From an optimization exercise on the open Yosys and OpenROAD flow, aimed at small area; shortcuts taken in it are not production practice.
For this run, only the layout was checked, not whether the RTL still works.
No activity file was given, so power comes from the tool's default toggle rates.

### flow/run.sh
#!/bin/bash
# synth_recipe.tcl (not shown) runs the flow's synth.tcl, then flattens the netlist and writes it again
# the make line also repeats each setting of config.mk as NAME=value (left out here)
make -C /OpenROAD-flow-scripts/flow DESIGN_CONFIG=/design/flow/config.mk WORK_HOME=/design/flow/orfs CLKGATE_MAP_FILE= SYNTH_SCRIPT=/design/flow/synth_recipe.tcl finish
### flow/config.mk
export PLATFORM = sky130hd
export DESIGN_NAME = sparmatic_core
export DESIGN_NICKNAME = sparmatic_core
export VERILOG_FILES = /design/flow/design.v
export SDC_FILE = /design/flow/constraint.sdc
export NUM_CORES = 4
export LEC_CHECK = 0
export CAP_MARGIN = 20
export CORE_MARGIN = 2
export CORE_UTILIZATION = 40
export PLACE_DENSITY = 0.6
export SLEW_MARGIN = 20
### flow/constraint.sdc
create_clock -name core_clock -period 30.0 [get_ports {clk}]
set_input_delay 6.0000 -clock core_clock [delete_from_list [all_inputs] [get_ports {clk}]]
set_output_delay 6.0000 -clock core_clock [all_outputs]
set_load 0.01 [all_outputs]
### flow/design.v
module sparmatic_core (
    input  wire         clk,
    input  wire         rst,           
    input  wire         tick_en,
    input  wire         cmd_valid,
    input  wire [31:0]  cmd,
    input  wire [6:0]   irq_in,
    input  wire         rf_missed,
    input  wire         sync_pending,
    input  wire         need_analog,
    input  wire         need_fastclk,
    input  wire [7:0]   nv_marker,
    input  wire [7:0]   nv_year,
    input  wire [7:0]   nv_month,
    input  wire [7:0]   nv_day,
    input  wire [7:0]   nv_hour,
    input  wire [7:0]   nv_min,
    input  wire [7:0]   nv_sec,
    input  wire [7:0]   nv_addr,
    input  wire [671:0] nv_tab,        
    output reg          resp_valid,
    output reg  [2:0]   resp_status,
    output reg  [31:0]  resp_data,
    output reg          ovf,
    output reg          sec_tick,
    output reg          wake,
    output reg          sleep_ok,
    output reg  [1:0]   sleep_mode,
    output reg          fatal
);
    localparam integer W          = 8;
    localparam integer SLOT_CAP   = 8;
    localparam integer N_DAYS     = 7;
    localparam integer N_ENTRIES  = N_DAYS * SLOT_CAP;
    localparam [W:0]   RTC_PERIOD = 9'd256;
    localparam [10:0]  EMPTY      = 11'd2047;
    localparam [2:0]   EPOCH_DOW  = 3'd5;
    localparam [7:0]   LAYOUT_MARKER = 8'h5A;
    localparam [23:0]  BAR_MF     = 24'h7E01C0;
    localparam [23:0]  BAR_ALL    = 24'h3FFF80;
    localparam [3:0] OP_NOP   = 4'h0, OP_TARM  = 4'h1, OP_TCLR  = 4'h2, OP_TSTAT = 4'h3,
                     OP_CSET  = 4'h4, OP_CGET  = 4'h5, OP_PSET  = 4'h6, OP_PGET  = 4'h7,
                     OP_PMODE = 4'h8, OP_PBAR  = 4'h9, OP_FTAKE = 4'hA, OP_FREAD = 4'hB,
                     OP_CFGW  = 4'hC, OP_CFGR  = 4'hD, OP_SREAD = 4'hE;
    localparam [2:0] ST_OK = 3'd0, ST_DAY_COMPLETE = 3'd1, ST_BOUNDS = 3'd2, ST_NOLOOKUP = 3'd3,
                     ST_ILLEGAL = 3'd4, ST_FATAL = 3'd5, ST_PROTECTED = 3'd6;
    function leap;
        input [7:0] y;
        leap = (y[1:0] == 2'd0);
    endfunction
    function [4:0] mlen;
        input [3:0] m;
        input [7:0] y;
        case (m)
            4'd4, 4'd6, 4'd9, 4'd11: mlen = 5'd30;
            4'd2:                    mlen = leap(y) ? 5'd29 : 5'd28;
            default:                 mlen = 5'd31;
        endcase
    endfunction
    function [8:0] cum_days;
        input [3:0] m;
        case (m)
            4'd1:  cum_days = 9'd0;
            4'd2:  cum_days = 9'd31;
            4'd3:  cum_days = 9'd59;
            4'd4:  cum_days = 9'd90;
            4'd5:  cum_days = 9'd120;
            4'd6:  cum_days = 9'd151;
            4'd7:  cum_days = 9'd181;
            4'd8:  cum_days = 9'd212;
            4'd9:  cum_days = 9'd243;
            4'd10: cum_days = 9'd273;
            4'd11: cum_days = 9'd304;
            default: cum_days = 9'd334;
        endcase
    endfunction
    function [2:0] dow_of;
        input [7:0] y;
        input [3:0] m;
        input [4:0] d;
        reg [17:0] days;
        begin
            days = 18'd365 * y + ((y + 18'd3) >> 2) + cum_days(m)
                 + ((m > 4'd2 && leap(y)) ? 18'd1 : 18'd0) + d - 18'd1;
            dow_of = (days + EPOCH_DOW) % 18'd7;
        end
    endfunction
    function [3:0] last_le;             
        input [SLOT_CAP*12-1:0] row;
        input [10:0] t;
        integer i;
        begin
            last_le = 4'b0;
            for (i = 0; i < SLOT_CAP; i = i + 1)
                if (row[i*12 +: 11] <= t)
                    last_le = {1'b1, i[2:0]};
        end
    endfunction
    function [5:0] mode_at;
        input [SLOT_CAP*12-1:0] row;
        input [SLOT_CAP*12-1:0] prev_row;
        input [10:0] t;
        reg [3:0] r;
        reg [3:0] p;
        begin
            r = last_le(row, t);
            p = last_le(prev_row, 11'd1439);
            if (r[3])
                mode_at = {r[2:0], 1'b0, 1'b0, row[r[2:0]*12 + 11]};
            else if (p[3])
                mode_at = {p[2:0], 1'b0, 1'b1, prev_row[p[2:0]*12 + 11]};
            else
                mode_at = {3'd0, 1'b1, 1'b1, 1'b0};
        end
    endfunction
    reg [W-1:0] cnt;
    reg [W-1:0] dl0;
    reg         done0;
    reg [3:1]   armed;
    reg [3:1]   done;
    reg [W-1:0] base   [1:3];
    reg [W-1:0] delay  [1:3];
    reg [N_ENTRIES*12-1:0] tab;
    reg [6:0]   flags;
    reg [7:0]   year;
    reg [3:0]   month;
    reg [4:0]   day;
    reg [4:0]   hour;
    reg [5:0]   minute;
    reg [5:0]   sec;
    reg [2:0]   dow;
    reg [4:0]   cfg_addr;
    reg [3:0]   cfg_skip;
    reg [3:0]   skip_cnt;
    reg         retry_pend;
    reg         ws_primary, ws_sync, ws_retry, ws_qualify;
    reg [W-1:0] ws_delay;
    reg         fatal_r;
    wire        active = !rst && !fatal_r;           
    wire        cmd_on = active && cmd_valid;
    wire [3:0]  op     = cmd[31:28];
    wire [1:0]  tid    = cmd[25:24];
    wire [15:0] tdelay = cmd[15:0];
    wire [2:0]  csel   = cmd[26:24];
    wire [7:0]  cvalue = cmd[7:0];
    wire [3:0]  pdow   = cmd[27:24];
    wire [4:0]  pidx   = cmd[23:19];
    wire        pmode  = cmd[12];
    wire [10:0] ptime  = cmd[10:0];
    wire        rsel   = cmd[24];
    wire [3:0]  gskip  = cmd[11:8];
    wire [4:0]  gaddr  = cmd[4:0];
    wire tarm_ok = cmd_on && op == OP_TARM && tid != 2'd0 && tdelay < 16'd256;
    wire tclr    = cmd_on && op == OP_TCLR;
    wire cset_ok = cmd_on && op == OP_CSET && csel <= 3'd5;
    wire pset_ok = cmd_on && op == OP_PSET && pdow <= 4'd8 && pidx < SLOT_CAP;
    wire ftake   = cmd_on && op == OP_FTAKE;
    wire cfgw_ok = cmd_on && op == OP_CFGW && gaddr <= 5'd30;
    reg [3:1] touched;
    integer   ti;
    always @(*) begin
        for (ti = 1; ti <= 3; ti = ti + 1)
            touched[ti] = (tarm_ok || tclr) && tid == ti;
    end
    wire [W-1:0] cnt_next = cnt + {{(W-1){1'b0}}, tick_en};
    wire         e0       = tick_en && (cnt_next == dl0);
    reg  [3:1]   e_raw;
    reg  [W-1:0] elapsed [1:3];
    always @(*) begin
        for (ti = 1; ti <= 3; ti = ti + 1) begin
            elapsed[ti] = cnt_next - base[ti];
            e_raw[ti]   = armed[ti] && !done[ti] && (elapsed[ti] >= delay[ti]);
        end
    end
    reg [7:0] t_year;
    reg [3:0] t_month;
    reg [4:0] t_day;
    reg [4:0] t_hour;
    reg [5:0] t_min;
    reg [5:0] t_sec;
    reg [2:0] t_dow;
    always @(*) begin
        t_year  = year;
        t_month = month;
        t_day   = day;
        t_hour  = hour;
        t_min   = minute;
        t_sec   = sec;
        t_dow   = dow;
        if (e0) begin
            if (sec < 6'd59) t_sec = sec + 6'd1;
            else begin
                t_sec = 6'd0;
                if (minute < 6'd59) t_min = minute + 6'd1;
                else begin
                    t_min = 6'd0;
                    if (hour < 5'd23) t_hour = hour + 5'd1;
                    else begin
                        t_hour = 5'd0;
                        t_dow  = (dow == 3'd6) ? 3'd0 : dow + 3'd1;
                        if (day < mlen(month, year)) t_day = day + 5'd1;
                        else begin
                            t_day = 5'd1;
                            if (month < 4'd12) t_month = month + 4'd1;
                            else begin
                                t_month = 4'd1;
                                t_year  = year + 8'd1;
                            end
                        end
                    end
                end
            end
        end
    end
    reg [7:0] v_in_year, v_in_month, v_in_day, v_in_hour, v_in_min, v_in_sec;
    reg [7:0] v_year;
    reg [3:0] v_month;
    reg [4:0] v_day;
    reg [4:0] v_hour;
    reg [5:0] v_min;
    reg [5:0] v_sec;
    reg [2:0] v_dow;
    reg [4:0] v_mlen;
    always @(*) begin
        if (rst) begin
            v_in_year  = nv_year;
            v_in_month = nv_month;
            v_in_day   = nv_day;
            v_in_hour  = nv_hour;
            v_in_min   = nv_min;
            v_in_sec   = nv_sec;
        end else begin
            v_in_year  = (csel == 3'd0) ? cvalue : t_year;
            v_in_month = (csel == 3'd1) ? cvalue : {4'd0, t_month};
            v_in_day   = (csel == 3'd2) ? cvalue : {3'd0, t_day};
            v_in_hour  = (csel == 3'd3) ? cvalue : {3'd0, t_hour};
            v_in_min   = (csel == 3'd4) ? cvalue : {2'd0, t_min};
            v_in_sec   = (csel == 3'd5) ? cvalue : {2'd0, t_sec};
        end
        v_year = v_in_year;
        if (v_in_month < 8'd1)       v_month = 4'd1;
        else if (v_in_month > 8'd12) v_month = 4'd12;
        else                         v_month = v_in_month[3:0];
        v_mlen = mlen(v_month, v_year);
        if (v_in_day < 8'd1)                 v_day = 5'd1;
        else if (v_in_day > {3'd0, v_mlen})  v_day = v_mlen;
        else                                 v_day = v_in_day[4:0];
        v_hour = (v_in_hour > 8'd23) ? 5'd23 : v_in_hour[4:0];
        v_min  = (v_in_min  > 8'd59) ? 6'd59 : v_in_min[5:0];
        v_sec  = (v_in_sec  > 8'd59) ? 6'd59 : v_in_sec[5:0];
        v_dow  = dow_of(v_year, v_month, v_day);
    end
    wire         is_sync   = (t_sec == 6'd29) || (t_sec == 6'd59);
    wire         w_sync    = is_sync && (skip_cnt == 4'd0);
    wire         addr_on   = (cfg_addr != 5'd0);
    wire         w_primary = addr_on && (t_sec == {1'b0, cfg_addr});
    wire         w_retry   = addr_on && retry_pend && (t_sec >= 6'd31) && (t_sec <= 6'd58)
                             && (t_sec[0] == cfg_addr[0]);
    wire         w_qualify = addr_on && (w_primary || w_sync || w_retry);
    wire [W-1:0] w_delay   = {1'b0, cfg_addr, 2'b00};        
    wire         wss_arm   = e0 && w_qualify && !touched[2];
    wire [3:1]   e_live = e_raw & ~touched & ~{1'b0, wss_arm, 1'b0};
    wire       any = (flags != 7'd0);
    reg  [2:0] fsel;
    integer    fi;
    always @(*) begin
        fsel = 3'd7;
        for (fi = 6; fi >= 0; fi = fi - 1)
            if (flags[fi]) fsel = fi[2:0];
    end
    wire [6:0] set_mask  = irq_in | {1'b0, e0, e_live[1], 2'b00, e_live[3], e_live[2]};
    wire [6:0] take_mask = (ftake && any) ? (7'd1 << fsel) : 7'd0;
    wire       sleep_ok_c   = (flags == 7'd0) && !sync_pending && !fatal_r;
    wire [1:0] sleep_mode_c = !sleep_ok_c ? 2'd0 : (need_analog || need_fastclk) ? 2'd1 : 2'd2;
    reg [8:0] rem      [0:3];
    reg [8:0] next_rem;
    reg [1:0] next_id;
    always @(*) begin
        rem[0]   = {1'b0, dl0 - cnt - 8'd1} + 9'd1;
        next_rem = rem[0];
        next_id  = 2'd0;
        for (ti = 1; ti <= 3; ti = ti + 1) begin
            rem[ti] = {1'b0, delay[ti]} - {1'b0, cnt - base[ti]};
            if (armed[ti] && !done[ti] && rem[ti] < next_rem) begin
                next_rem = rem[ti];
                next_id  = ti[1:0];
            end
        end
    end
    wire [2:0] rd_day   = pdow[2:0];                        
    wire [2:0] prev_day = (rd_day == 3'd0) ? 3'd6 : rd_day - 3'd1;
    wire [SLOT_CAP*12-1:0] day_row  = tab[rd_day   * SLOT_CAP * 12 +: SLOT_CAP * 12];
    wire [SLOT_CAP*12-1:0] prev_row = tab[prev_day * SLOT_CAP * 12 +: SLOT_CAP * 12];
    wire [11:0] slot_val = day_row[pidx[2:0] * 12 +: 12];
    wire [5:0]  pmode_r  = mode_at(day_row, prev_row, ptime);
    reg [23:0] hour_bar;
    reg [5:0]  hm;
    integer    h;
    always @(*) begin
        for (h = 0; h < 24; h = h + 1) begin
            hm          = mode_at(day_row, prev_row, h * 60);
            hour_bar[h] = hm[0];
        end
    end
    always @(*) begin
        resp_valid  = 1'b0;
        resp_status = ST_OK;
        resp_data   = 32'd0;
        if (!rst && cmd_valid) begin
            resp_valid = 1'b1;
            if (fatal_r)
                resp_status = ST_FATAL;
            else case (op)
                OP_TARM:
                    if (tid == 2'd0)             resp_status = ST_PROTECTED;
                    else if (tdelay >= 16'd256)  resp_status = ST_BOUNDS;
                OP_TSTAT:
                    if (tid == 2'd0)
                        resp_data = {8'd0, dl0, 14'd0, 1'b1, done0};
                    else
                        resp_data = {8'd0, base[tid] + delay[tid], 14'd0, armed[tid], done[tid]};
                OP_CSET:
                    if (csel > 3'd5)             resp_status = ST_ILLEGAL;
                OP_CGET:
                    if (!rsel)
                        resp_data = {year, 4'd0, month, 3'd0, day, 5'd0, dow};
                    else
                        resp_data = {11'd0, hour, 2'd0, minute, 2'd0, sec};
                OP_PSET:
                    if (pdow > 4'd8)                   resp_status = ST_BOUNDS;
                    else if (pidx == SLOT_CAP)         resp_status = ST_DAY_COMPLETE;
                    else if (pidx > SLOT_CAP)          resp_status = ST_BOUNDS;
                OP_PGET:
                    if (pdow > 4'd8)                   resp_status = ST_BOUNDS;
                    else if (pdow >= 4'd7)             resp_status = ST_NOLOOKUP;
                    else if (pidx >= SLOT_CAP)         resp_status = ST_BOUNDS;
                    else resp_data = {19'd0, slot_val[11], 1'b0, slot_val[10:0]};
                OP_PMODE:
                    if (pdow > 4'd8)                   resp_status = ST_BOUNDS;
                    else if (pdow >= 4'd7)             resp_status = ST_NOLOOKUP;
                    else if (ptime > 11'd1439)         resp_status = ST_BOUNDS;
                    else resp_data = {19'd0, 2'd0, pmode_r[5:3], 5'd0, pmode_r[2:0]};
                OP_PBAR:
                    if (pdow > 4'd8)                   resp_status = ST_BOUNDS;
                    else if (pdow == 4'd7)             resp_data = {8'd0, BAR_MF};
                    else if (pdow == 4'd8)             resp_data = {8'd0, BAR_ALL};
                    else                               resp_data = {8'd0, hour_bar};
                OP_FTAKE:
                    resp_data = {24'd0, any, 4'd0, fsel};
                OP_FREAD:
                    resp_data = {13'd0, sleep_mode_c, sleep_ok_c, 1'b0, fsel, 3'd0, any, 1'b0, flags};
                OP_CFGW:
                    if (gaddr > 5'd30)                 resp_status = ST_BOUNDS;
                OP_CFGR:
                    if (!rsel)
                        resp_data = {11'd0, ws_qualify, ws_retry, ws_sync, ws_primary, retry_pend,
                                     skip_cnt, cfg_skip, 3'd0, cfg_addr};
                    else
                        resp_data = {24'd0, ws_delay};
                OP_SREAD:
                    if (!rsel)
                        resp_data = {24'd0, cnt};
                    else
                        resp_data = {7'd0, 8'd0, next_rem, 5'd0, 1'b1, next_id};
                4'hF:
                    resp_status = ST_ILLEGAL;
                default: ;    
            endcase
        end
    end
    always @(*) begin
        ovf        = active && tick_en && (cnt == {W{1'b1}});
        sec_tick   = active && e0;
        wake       = active && any;
        sleep_ok   = active && sleep_ok_c;
        sleep_mode = active ? sleep_mode_c : 2'd0;
        fatal      = rst ? (nv_marker != LAYOUT_MARKER) : fatal_r;
    end
    always @(posedge clk) begin
        if (rst) begin
            fatal_r <= (nv_marker != LAYOUT_MARKER);
        end
    end
    always @(posedge clk) begin
        if (rst) begin
            cnt   <= {W{1'b0}};
            dl0   <= {W{1'b0}};
            done0 <= 1'b0;
        end else if (active) begin
            cnt <= cnt_next;
            if (e0) begin
                dl0   <= dl0 + RTC_PERIOD[W-1:0];
                done0 <= 1'b1;
            end else if (tclr && tid == 2'd0) begin
                done0 <= 1'b0;
            end
        end
    end
    genvar gi;
    generate
        for (gi = 1; gi <= 3; gi = gi + 1) begin : g_timer
            always @(posedge clk) begin
                if (rst) begin
                    armed[gi] <= 1'b0;
                    done[gi]  <= 1'b0;
                    base[gi]  <= {W{1'b0}};
                    delay[gi] <= {W{1'b0}};
                end else if (active) begin
                    if (tarm_ok && tid == gi) begin
                        armed[gi] <= 1'b1;
                        done[gi]  <= 1'b0;
                        base[gi]  <= cnt_next;
                        delay[gi] <= tdelay[W-1:0];
                    end else if (tclr && tid == gi) begin
                        armed[gi] <= 1'b0;
                        done[gi]  <= 1'b0;
                    end else if (gi == 2 && wss_arm) begin
                        armed[gi] <= 1'b1;
                        done[gi]  <= 1'b0;
                        base[gi]  <= cnt_next;
                        delay[gi] <= w_delay;
                    end else if (e_live[gi]) begin
                        done[gi]  <= 1'b1;
                    end
                end
            end
        end
    endgenerate
    wire [10:0] norm_start = (ptime <= 11'd1439) ? ptime :
                             (ptime == EMPTY)    ? EMPTY : 11'd1439;
    generate
        for (gi = 0; gi < N_ENTRIES; gi = gi + 1) begin : g_tab
            localparam integer GD = gi / SLOT_CAP;
            localparam integer GS = gi % SLOT_CAP;
            wire in_fanout = (pdow == GD) ||
                             (pdow == 4'd7 && GD <= 4) ||
                             (pdow == 4'd8);
            always @(posedge clk) begin
                if (rst)
                    tab[gi*12 +: 12] <= nv_tab[gi*12 +: 12];
                else if (pset_ok && in_fanout && pidx == GS)
                    tab[gi*12 +: 12] <= {pmode, norm_start};
            end
        end
    endgenerate
    always @(posedge clk) begin
        if (rst)
            flags <= 7'd0;
        else if (active)
            flags <= (flags & ~take_mask) | set_mask;
    end
    always @(posedge clk) begin
        if (rst || cset_ok) begin
            year   <= v_year;
            month  <= v_month;
            day    <= v_day;
            hour   <= v_hour;
            minute <= v_min;
            sec    <= v_sec;
            dow    <= v_dow;
        end else if (active) begin
            year   <= t_year;
            month  <= t_month;
            day    <= t_day;
            hour   <= t_hour;
            minute <= t_min;
            sec    <= t_sec;
            dow    <= t_dow;
        end
    end
    always @(posedge clk) begin
        if (rst) begin
            cfg_addr   <= (nv_addr <= 8'd30) ? nv_addr[4:0] : 5'd0;
            cfg_skip   <= 4'd0;
            skip_cnt   <= 4'd0;
            retry_pend <= 1'b0;
            ws_primary <= 1'b0;
            ws_sync    <= 1'b0;
            ws_retry   <= 1'b0;
            ws_qualify <= 1'b0;
            ws_delay   <= {W{1'b0}};
        end else if (active) begin
            retry_pend <= rf_missed || (retry_pend && !(e0 && w_qualify));
            if (e0) begin
                ws_primary <= w_primary;
                ws_sync    <= w_sync;
                ws_retry   <= w_retry;
                ws_qualify <= w_qualify;
                ws_delay   <= w_delay;
            end
            if (cfgw_ok) begin
                cfg_addr <= gaddr;
                cfg_skip <= gskip;
                skip_cnt <= 4'd0;
            end else if (e0 && is_sync) begin
                skip_cnt <= (skip_cnt == 4'd0) ? cfg_skip : skip_cnt - 4'd1;
            end
        end
    end
endmodule
==> reports/results.txt <==
# DRC: 0
ys async rst share: 0%
Area Overhead vs Synth: 22.3%
die footprint: 159000 sq um
setup TNS: 0 ps
Rel. slew slack: 14.0%
DRT Pass-1 Iters: 7
Crit Path Max Fanout: 18
RSZ-0062 raised after global routing: false
critical path arrival: 23330 ps
Net Sw Frac: 52.2%
worst r2r dst: dow[1]
Clock power frac: 10.7%
initial antenna violation count: 42
Metal-1 WL: 119000 microns
post-route insts no fill: 9856
Hold WC Path Type: reg -> reg
slowest CP cell: a311oi_1
nature of the critical path startpoint: primary input
share of post-route cells with drive strength above 1: 8.13%
VDD IR max: 0.819 mV
deepest clock path buffer count: 3
Setup Crit Path Kind: in -> reg
final hold vios: 0
status: timing/DRC/antenna clean
Worst Path Required: 30460 ps
HPWL after detailed placement: 260000 microns
Power Total: 10.7 mW
Hold WS: 465 ps
Layout Nets: 8850
crit-path leading delay family: compound AO/OA/AOI/OAI gates
initial drt markers: 8365
PwrDens: 140 nW/um^2
Clk Latency, worst-skew pair: 770 ps
port bufs: 822
row count: 144
Buf/Inv on CP: 5
Fmax achieved: 43.7 MHz
Clock transition at path regs: 60 ps
NetSw: 5.58 mW
H-tree depth reported by CTS: 3
Max Slew Vio Count: 0
first-pass GRT wire length: 448000 microns
CTS tree: yes
Main synth FF type: edfxtp_1
period utilisation layout: 76.2%
Worst setup EP type: register
Post-Synthesis Cells: 7064
internal power: 5.10 mW
max cap viols: 0
Post-synth EDFFs: 714
Avg Inst Size Synth: 8.83 sq um
via count of the first global-routing pass: 59100
clock sinks: 803
Tot GR Track Use: 39.9%
clock skew: 38.5 ps
Setup WS post-layout: 7130 ps
cts repair resizes: 0
CP max stage delay: 640 ps
Setup-failing EPs final: 0
post-synthesis sequential area ratio: 37.2%
Vias/cell: 6.37
r2r worst-path depth: 64
largest net degree at the start of global routing: 202
Die Width: 399 microns
chip height: 399 microns
total CTS buffers: 92
Avg WL per Cell: 33.5 microns
Mapped Nets: 8200
hold_sp: ws_delay[4]
DP Cell Count: 9664
Yosys warning total: 21
total core area: 155000 sq um
most frequent cell on the critical path: ha_1
Hold Path Stages: 2
initial core utilization: 40.4%
GP Congestion: 1.12
Congestion Overflow GR: 0
setup bufs post-CTS: 0
vias post-DR: 62700
number of distinct library cells after synthesis: 114
crit path time final: 22870 ps
reg2reg start: cnt[1]
Antenna Nets Post-Route: 0
FF+latch count, synth: 803
cts hold-fix bufs: 0
FF-to-FF setup slack: 12330 ps
post-place setup slack: 6710 ps
DR WL met2: 146000 microns
Comb power frac: 75.9%
Worst Hold End: ws_delay[4]
sequential power share: 13.4%
post-synthesis instance area: 62400 sq um
routed wire length: 330000 microns
Tightest Pin Transition: 1280 ps
Ports: 826
Met3 Wirelength: 36200 microns
max layer used: met5
clk root buf: clkbuf_16
LEAKAGE: 31.3 nW
[through the flow]
stage / cell area (sq um) / utilization [%]
after floorplan: 62400 / -
after global placement: 73300 / 47.4
after detailed placement: 73300 / 47.4
after CTS: 76300 / 49.3
after global routing: 76300 / 49.4
final: 76300 / 49.4
[power groups by stage]
stage	clock, mW	sequential, mW	combinational (mW)
finish	1.14	1.43	8.11
global route	1.18	1.43	8.87
CTS	1.14	1.42	7.94
detailed placement	0	1.45	7.90
global placement	0	1.44	7.68
floorplan	0	1.42	6.36
[cells by family after synthesis]
logic type	count (synthesis)	share of synthesized area [%]
fa+ha+maj	356	7.74
mux	397	9.07
flops	803	37.2
compound gates	2090	22.1
buf+inv	767	4.66
xor+xnor	121	1.76
simple gates	2530	17.5
[worst max path at each step]
stage / endpoint / depth (start not counted) / slack [ps] / from
after floorplan: dow[0] / 69 / 8250 / cmd[25]
after global placement: dow[0] / 68 / 6930 / tick_en
after detailed placement: dow[1] / 68 / 6710 / tick_en
after CTS: dow[1] / 68 / 7420 / tick_en
after global routing: dow[0] / 66 / 5930 / tick_en
final: dow[1] / 66 / 7130 / tick_en
[synthesized netlist by cell type (19+ instances only)]
cell type / instances / share of area (%)
a21oi_1: 465 / 3.7
a22oi_1: 45 / 0.54
buf_1: 74 / 0.45
nand2b_1: 79 / 0.79
o211ai_1: 56 / 0.67
ha_1: 302 / 6.1
a221oi_1: 25 / 0.35
nand2_1: 1452 / 8.7
o221ai_1: 100 / 1.4
inv_1: 283 / 1.7
a22o_1: 21 / 0.29
nor2_1: 454 / 2.7
o22ai_1: 19 / 0.19
nand4_1: 60 / 0.60
fa_1: 51 / 1.6
o211a_1: 24 / 0.38
o2111ai_1: 22 / 0.31
a211oi_1: 74 / 0.89
nor4_1: 41 / 0.41
mux4_2: 130 / 4.7
xnor2_1: 68 / 0.95
nor3_1: 88 / 0.71
clkbuf_1: 384 / 2.3
and3_1: 42 / 0.42
edfxtp_1: 714 / 34
mux2i_1: 222 / 3.6
nor2b_1: 88 / 0.88
o21ai_1: 54 / 0.43
o31ai_1: 30 / 0.36
and2_1: 39 / 0.39
mux2_2: 43 / 0.78
o21ai_0: 487 / 3.9
xor2_1: 49 / 0.69
o21a_1: 37 / 0.45
a31oi_1: 78 / 0.78
a21o_1: 338 / 4.1
nand3_1: 110 / 0.88
dfxtp_1: 89 / 2.9
[state kept, by name, indices dropped and copies added (netlist names), 6 cells and up]
name,count
base,24
cnt,8
delay,24
flags,7
minute,6
sec,6
tab,672
year,8
[cell type report]
type                       instances  area [sq um]
clock buffer                     114          2420
antenna                           26          65.1
tap                             2044          2560
multi-input combinational       5494         36600
clock inverter                    52           557
inverter                         298          1120
sequential                       803         23200
timing repair buffer            1025          9810
fill                           14700         78300
[per-layer routing]
layer / global-route usage, % / vias to the layer above
li1: - / 27300
met1: 48.0 / 30400
met2: 61.8 / 4119
met3: 10.4 / 909
met4: 28.9 / 20
met5: 0 / -
[cell usage in the layout (no fill, tap or decap), types with 49 or more instances in the layout]
cell type,n
nand3_1,110
xnor2_1,68
o221ai_1,100
clkbuf_16,92
a21o_1,338
inv_1,283
a211oi_1,74
o211ai_1,56
nand4_1,60
buf_4,199
a21oi_1,463
mux4_2,130
a31oi_1,78
nor2b_1,88
clkdlybuf4s50_1,817
nand2_1,1448
nor3_1,86
fa_1,51
nand2b_1,79
ha_1,301
o21ai_0,417
nor2_1,451
dfxtp_1,89
edfxtp_1,714
o21ai_1,90
mux2i_1,222
xor2_1,49
[worst min-delay path, stage by stage, from the launching register on]
cell     delay (ps)
dfxtp_1         310
nand3_1          60
nand2_1          50

-- separate check: timing with driven ports --
No port has a modelled driver above. Below, the same layout with a new extraction and two added sets of constraints. Step 1: set_driving_cell puts a clkbuf_16 on clk and a buf_2 on each other input, an assumption about the parent block. Step 2 adds t to the input delays and takes it off the output delays; t is the mean of the earliest and latest rising clock arrival at the registers after step 1. Input paths then give back, and output paths get back, about the clock's delay inside the block. Three values: no drivers, after step 1, after step 2; two values: the first two.
shift t [ns]: 0.830
setup WS [ns]: 7.127 / 7.190 / 6.361
worst hold slack (ns): 0.465 / 0.465 / 0.465
worst setup path at the end: input to register
worst data-port slew with drivers (ns): 0.31
After both steps this run still meets setup and hold. The setup slack of this run moves by +0.063 ns with the drivers and by -0.766 ns with both steps.
